This design comes from an exercise in tuning for a short achievable clock period and few clock cycles on the open sky130 flow, not from production work. At most, simulation tests tie the RTL to the original design; equivalence was not proved.

==> inputs of build 43 <==
// crc32_engine
module crc32_engine (
    input  wire        clk,
    input  wire        rst,
    input  wire        cmd_valid,
    output wire        cmd_ready,
    input  wire [7:0]  cmd,
    input  wire [31:0] din,
    output wire [31:0] dout,
    output wire        err
);
    reg [31:0] x_q;       
    reg [31:0] y_q;       
    reg [31:0] w_q;       
    reg [2:0]  fold_q;    
    reg [31:0] dout_q;    
    reg        err_q;     
    reg        ready_q;   
    reg        rt_q;      
    reg [7:0]  idx_q;     
    wire is_nop  = (cmd == 8'h00);
    wire is_init = (cmd == 8'h10);
    wire is_load = (cmd == 8'h20);
    wire is_upd  = (cmd[7:2] == 6'b001100);
    wire is_rds  = (cmd == 8'h40);
    wire is_fin  = (cmd == 8'h50);
    wire is_rdt  = (cmd == 8'h60);
    wire legal   = is_nop | is_init | is_load | is_upd | is_rds | is_fin | is_rdt;
    wire accept  = cmd_valid & ready_q;
    wire full    = cmd[1] & cmd[0];
    wire fold    = |fold_q;
    wire upd     = accept & is_upd;
    wire short   = upd & ~full;
    wire x_keep  = ~(upd | (accept & (is_init | is_load)) | fold);
    wire [31:0] t4, c1, c2, c3;
    assign t4[0] = x_q[0] ^ x_q[1] ^ x_q[2] ^ x_q[3] ^ x_q[4] ^ x_q[6] ^ x_q[7] ^ x_q[8] ^ x_q[16] ^ x_q[20] ^ x_q[22] ^ x_q[23] ^ x_q[26];
    assign t4[1] = x_q[1] ^ x_q[2] ^ x_q[3] ^ x_q[4] ^ x_q[5] ^ x_q[7] ^ x_q[8] ^ x_q[9] ^ x_q[17] ^ x_q[21] ^ x_q[23] ^ x_q[24] ^ x_q[27];
  ...
clock: 6.0 ns
lec_check: 0
abc_clock_period_in_ps: 1000
cap_margin: 20
core_margin: 2
core_utilization: 40
setup_slack_margin: 4.3
slew_margin: 20
tns_end_percent: 100
run.sh (not shown) runs the stock make flow with config.mk's settings and CLKGATE_MAP_FILE= SYNTH_SCRIPT=/design/flow/synth_recipe.tcl, a recipe that flattens the netlist after the stock synthesis.
==> inputs of trial 91, as changes to build 43 <==
--- a/flow/config.mk
+++ b/flow/config.mk
@@ -5,10 +5,10 @@
 export SDC_FILE = /design/flow/constraint.sdc
 export NUM_CORES = 4
 export LEC_CHECK = 0
-export ABC_CLOCK_PERIOD_IN_PS = 1000
+export ABC_CLOCK_PERIOD_IN_PS = 500
 export CAP_MARGIN = 20
 export CORE_MARGIN = 2
 export CORE_UTILIZATION = 40
-export SETUP_SLACK_MARGIN = 4.3
+export SETUP_SLACK_MARGIN = 4.5
 export SLEW_MARGIN = 20
 export TNS_END_PERCENT = 100
==> summary.md <==
| Metric | Value |
|---|---|
| Placer Congestion | `0.925` |
| Setup ws final | `slightly above 3 ns` |
| Met3 routed WL | `6990 microns` |
| Post-DP HPWL | `34,900 microns` |
| Met3 Resource Use GR | `0.0835` |
| Outcome | `no timing/DRC/antenna violations` |
| Drt via density | `6.10` |
| Final Critical Period | `2.90 ns` |
| Crit path to | `y_q[28]` |
| Placed insts | `1,578` |
| Worst Tran Pin Value | `1.07 ns` |
| Cells on worst reg2reg path | `7` |
| Pre-antenna DRT Iters | `6` |
That was trial 91.
==> summary.md <==
| Metric | Value |
|---|---|
| Outcome | `no timing/DRC/antenna violations` |
| Final Critical Period | `2.84 ns` |
| Met3 Resource Use GR | `0.0826` |
| Cells on worst reg2reg path | `6` |
| Met3 routed WL | `just under 7000 microns` |
| Setup ws final | `between 3 and 4 ns` |
| Worst Tran Pin Value | `roughly 1.1 ns` |
| Post-DP HPWL | `34,700 microns` |
That was build 43.
Function was not checked in any run of this note: the RTL went through the layout flow alone.

==> 11-22 <==
crc32_engine, a different RTL version from the one above (not shown whole).
Settings: LEC_CHECK=0, CAP_MARGIN=20, CORE_MARGIN=2, CORE_UTILIZATION=40, SLEW_MARGIN=20, SYNTH_MEMORY_MAX_BITS=65536; clock period 6.0 ns.
==> inputs of 10-17, as changes to 11-22 <==
- ABC_CLOCK_PERIOD_IN_PS: not set -> 1500
- SETUP_SLACK_MARGIN: not set -> 4.0
- SYNTH_MEMORY_MAX_BITS: 65536 -> not set
==> notes.md <==
11-22 passed the timing, DRC and antenna checks. 10-17 completed with no timing, DRC or antenna violations.
Of 11-22 and 10-17, 10-17 has the higher core utilization (gap 23 points).
Against 10-17, the final area of 11-22 is smaller by 33%.
No functional check of the RTL was part of any run of this note.

==> lagoon: inputs <==
crc32_engine, a different RTL version from the one above (not shown whole).
export LEC_CHECK = 0
export ABC_CLOCK_PERIOD_IN_PS = 1000
export CAP_MARGIN = 20
export CORE_MARGIN = 2
export CORE_UTILIZATION = 40
export SETUP_SLACK_MARGIN = 5.0
export SLEW_MARGIN = 20
export TNS_END_PERCENT = 100
create_clock -name core_clock -period 6.0 [get_ports {clk}]
standard.sh (not shown) runs the stock make flow with config.mk's settings and CLKGATE_MAP_FILE= SYNTH_SCRIPT=/design/flow/synth_recipe.tcl, a recipe that flattens the netlist after the stock synthesis.
==> flow/flow/run.sh <==
#!/bin/bash
# Standard layout (the standard.sh, which runs the standard synthesis
# script), with more slow cells kept out of synthesis and repair: three-input
# XORs, high-stack OR/NOR/AND-OR cells and the like. Registers are untouched
# (flip-flops are mapped before ABC and none of them is in the list).
set -euo pipefail
PL=$(cat flow/platform_dont_use.txt)
EXTRA=$(cat flow/extra_dont_use.txt)
bash standard.sh "DONT_USE_CELLS=$PL $EXTRA" finish > standard.log 2>&1
Other scripts of this flow, unchanged in this note and not shown: flow/flow/extra_dont_use.txt, flow/flow/platform_dont_use.txt
==> juniper (differences from lagoon) <==
--- a/flow/design.v
+++ b/flow/design.v
@@ -47,40 +47,35 @@
 );
     localparam [31:0] X_INIT = 32'h9226F562;
     reg [31:0] x_q;       
     reg [31:0] y_q;       
     reg [31:0] w_q;       
-    reg [31:0] s_sv_q;    
     reg [2:0]  fold_q;    
     reg        rst_q;     
     reg        keep_q;    
-    reg        sres_q;    
     reg [31:0] dout_q;    
     reg        err_q;     
     reg        ready_q;   
     reg        rt_q;      
+    reg [7:0]  idx_q;     
     wire zhi     = ~cmd[7] & ~cmd[3] & ~cmd[2];
     wire zlo     = ~cmd[1] & ~cmd[0];
     wire full    = cmd[1] & cmd[0];
     wire op_upd  = zhi & ~cmd[6] &  cmd[5] &  cmd[4];
     wire op_init = zhi & ~cmd[6] & ~cmd[5] &  cmd[4] & zlo;
     wire op_load = zhi & ~cmd[6] &  cmd[5] & ~cmd[4] & zlo;
+    wire op_xy   = zhi & ~cmd[6] & (cmd[5] | cmd[4]) & ((cmd[5] & cmd[4]) | zlo);
     wire op_rds  = zhi &  cmd[6] & ~cmd[5] & ~cmd[4] & zlo;
     wire op_fin  = zhi &  cmd[6] & ~cmd[5] &  cmd[4] & zlo;
     wire op_rdt  = zhi &  cmd[6] &  cmd[5] & ~cmd[4] & zlo;
     wire op_nop  = zhi & ~cmd[6] & ~cmd[5] & ~cmd[4] & zlo;
-    wire op_short = op_upd & ~full;
-    wire fast    = (op_upd & full) | op_init | op_load | op_rds | op_fin | op_nop;
-    wire legal   = fast | op_short | op_rdt;
+    wire legal   = op_xy | op_rds | op_fin | op_rdt | op_nop;
     wire acc     = cmd_valid & ready_q;
-    wire c_upd   =  cmd[5] &  cmd[4];               
-    wire c_load  =  cmd[5] & ~cmd[4];               
-    wire c_init  = ~cmd[6] & ~cmd[5] &  cmd[4];     
-    wire upd     = acc & c_upd;
-    wire x_set   = (acc & c_init) | rst_q;
-    wire y_load  = acc & c_load;
-    wire xy_keep = keep_q & ~(acc & (cmd[5] | c_init));
+    wire upd     = acc & op_upd;
+    wire x_set   = (acc & op_init) | rst_q;
+    wire y_load  = acc & op_load;
+    wire xy_keep = keep_q & ~(acc & op_xy);
     wire go      = acc & ~rst;
     wire d_keep  = ~rst & ~rt_q & ~(go & (op_rds | op_fin));
     wire [31:0] t4, c1, c2, c3;
     assign t4[0] = x_q[0] ^ x_q[1] ^ x_q[2] ^ x_q[3] ^ x_q[4] ^ x_q[6] ^ x_q[7] ^ x_q[8] ^ x_q[16] ^ x_q[20] ^ x_q[22] ^ x_q[23] ^ x_q[26];
     assign t4[1] = x_q[1] ^ x_q[2] ^ x_q[3] ^ x_q[4] ^ x_q[5] ^ x_q[7] ^ x_q[8] ^ x_q[9] ^ x_q[17] ^ x_q[21] ^ x_q[23] ^ x_q[24] ^ x_q[27];
@@ -213,26 +208,25 @@
     wire [31:0] s_cur = t4 ^ y_q;
     wire [31:0] dmask = din & {{8{cmd[1] & cmd[0]}}, {8{cmd[1]}},
                                {8{cmd[1] | cmd[0]}}, 8'hFF};
     wire [31:0] s_in  = t4 ^ (y_q ^ dmask);
     wire [31:0] t_rd;
-    crc32_rom u_rom (.idx(w_q[7:0] ^ s_sv_q[7:0]), .data(t_rd));
+    crc32_rom u_rom (.idx(idx_q), .data(t_rd));
     always @(posedge clk) begin
+        idx_q   <= din[7:0];
         w_q     <= s_in;
-        s_sv_q  <= s_cur;
         rst_q   <= rst;
-        keep_q  <= ~rst & ~(acc & ~fast);
-        sres_q  <= go & ~(fast | op_short);
-        fold_q  <= {3{go & op_short}} &
+        keep_q  <= ~rst & ~(acc & op_upd & ~full);
+        fold_q  <= {3{~rst & upd}} &
                    {cmd[1:0] == 2'd2, cmd[1:0] == 2'd1, cmd[1:0] == 2'd0};
         x_q     <= ({32{upd}} & s_in) | ({32{x_set}} & X_INIT) | ({32{xy_keep}} & x_q);
         y_q     <= ({32{y_load}} & din) | ({32{fold_q[0]}} & c1) | ({32{fold_q[1]}} & c2) |
-                   ({32{fold_q[2]}} & c3) | ({32{sres_q}} & s_sv_q) | ({32{xy_keep}} & y_q);
+                   ({32{fold_q[2]}} & c3) | ({32{xy_keep}} & y_q);
         dout_q  <= ({32{go & op_rds}} & s_cur) | ({32{go & op_fin}} & ~s_cur) |
                    ({32{~rst & rt_q}} & t_rd) | ({32{d_keep}} & dout_q);
         err_q   <= ~rst & (err_q | (go & ~legal));
-        ready_q <= ~rst & ~(go & ~fast);
+        ready_q <= ~rst & ~(go & ((op_upd & ~full) | op_rdt));
         rt_q    <= go & op_rdt;
     end
     assign cmd_ready = ready_q;
     assign dout      = dout_q;
     assign err       = err_q;
- SETUP_SLACK_MARGIN: 5.0 -> 4.6
==> qor summary <==
quantity                                                                   juniper       lagoon
Maximum achievable frequency                                               431 MHz      405 MHz
Multi-input combinational cell area                                      11400 um2    12400 um2
Multi-input gates                                                             1049         1035
Share of synthesized area spent on multiplexers                            0.0856%           0%
Syn Area/Cell                                                             9.03 um2     9.56 um2
Post-synthesis share of cell area spent on and, or, nand and nor gates       6.35%        4.78%
WP data arrival                                                            2660 ps      2810 ps
Setup WS pre-CTS                                                           2190 ps      1950 ps
Initial core utilization                                                     40.7%        40.8%
Hold_ws                                                                     513 ps       510 ps
Biggest fanout along the worst timing path                                       6            4
Post-route clock skew                                                      13.4 ps      18.9 ps
Post-route fraction of the period consumed by the critical path              38.6%        41.2%
Result of the run                                 no timing/DRC/antenna violations  no timing/DRC/antenna violations
Min cycle time layout                                                      2320 ps      2470 ps
Met1 track demand over resource                                              38.6%        40.5%
WHS Endpoint                                                               y_q[19]        err_q
Number of gates resized after cts                                              628          647
Testbench counts of juniper, summed over its fixed seeds: cycles 6,042.
Only the layout flow was run in lagoon; the RTL was not checked for function there.

## afterwards: timing with drivers on the ports
Ports are ideal in the flow. The routed layouts listed here were re-timed in OpenROAD. Step 1 assumes that a clkbuf_16 drives the clock port and a buf_2 every other input. Step 2 adds t to the input delays and takes it off the output delays; t is the mean of the earliest and latest rising clock arrival at the registers after step 1. Input paths then give back, and output paths get back, about the clock's delay inside the block. Slacks: ideal ports / drivers / drivers and shift; pairs: ideal ports / drivers.
| run | t, ns | setup slack, ns | clock arrival spread, ns |
|---|---|---|---|
| build 43 | 0.484 | 3.158 / 3.158 / 2.708 | 0.019 / 0.019 |
| trial 91 | 0.493 | 3.096 / 3.096 / 2.735 | 0.020 / 0.020 |
| 11-22 | 0.384 | 1.616 / 1.638 / 1.254 | 0.013 / 0.013 |
| 10-17 | 0.397 | 2.947 / 2.947 / 2.919 | 0.011 / 0.011 |
| lagoon | 0.502 | 3.530 / 3.530 / 3.353 | 0.019 / 0.019 |
| juniper | 0.512 | 3.682 / 3.701 / 3.189 | 0.014 / 0.014 |
After both steps setup and hold are still met in every run listed. The setup slack of juniper, which loses most, moves by +0.019 ns with the drivers and by -0.493 ns with both steps.
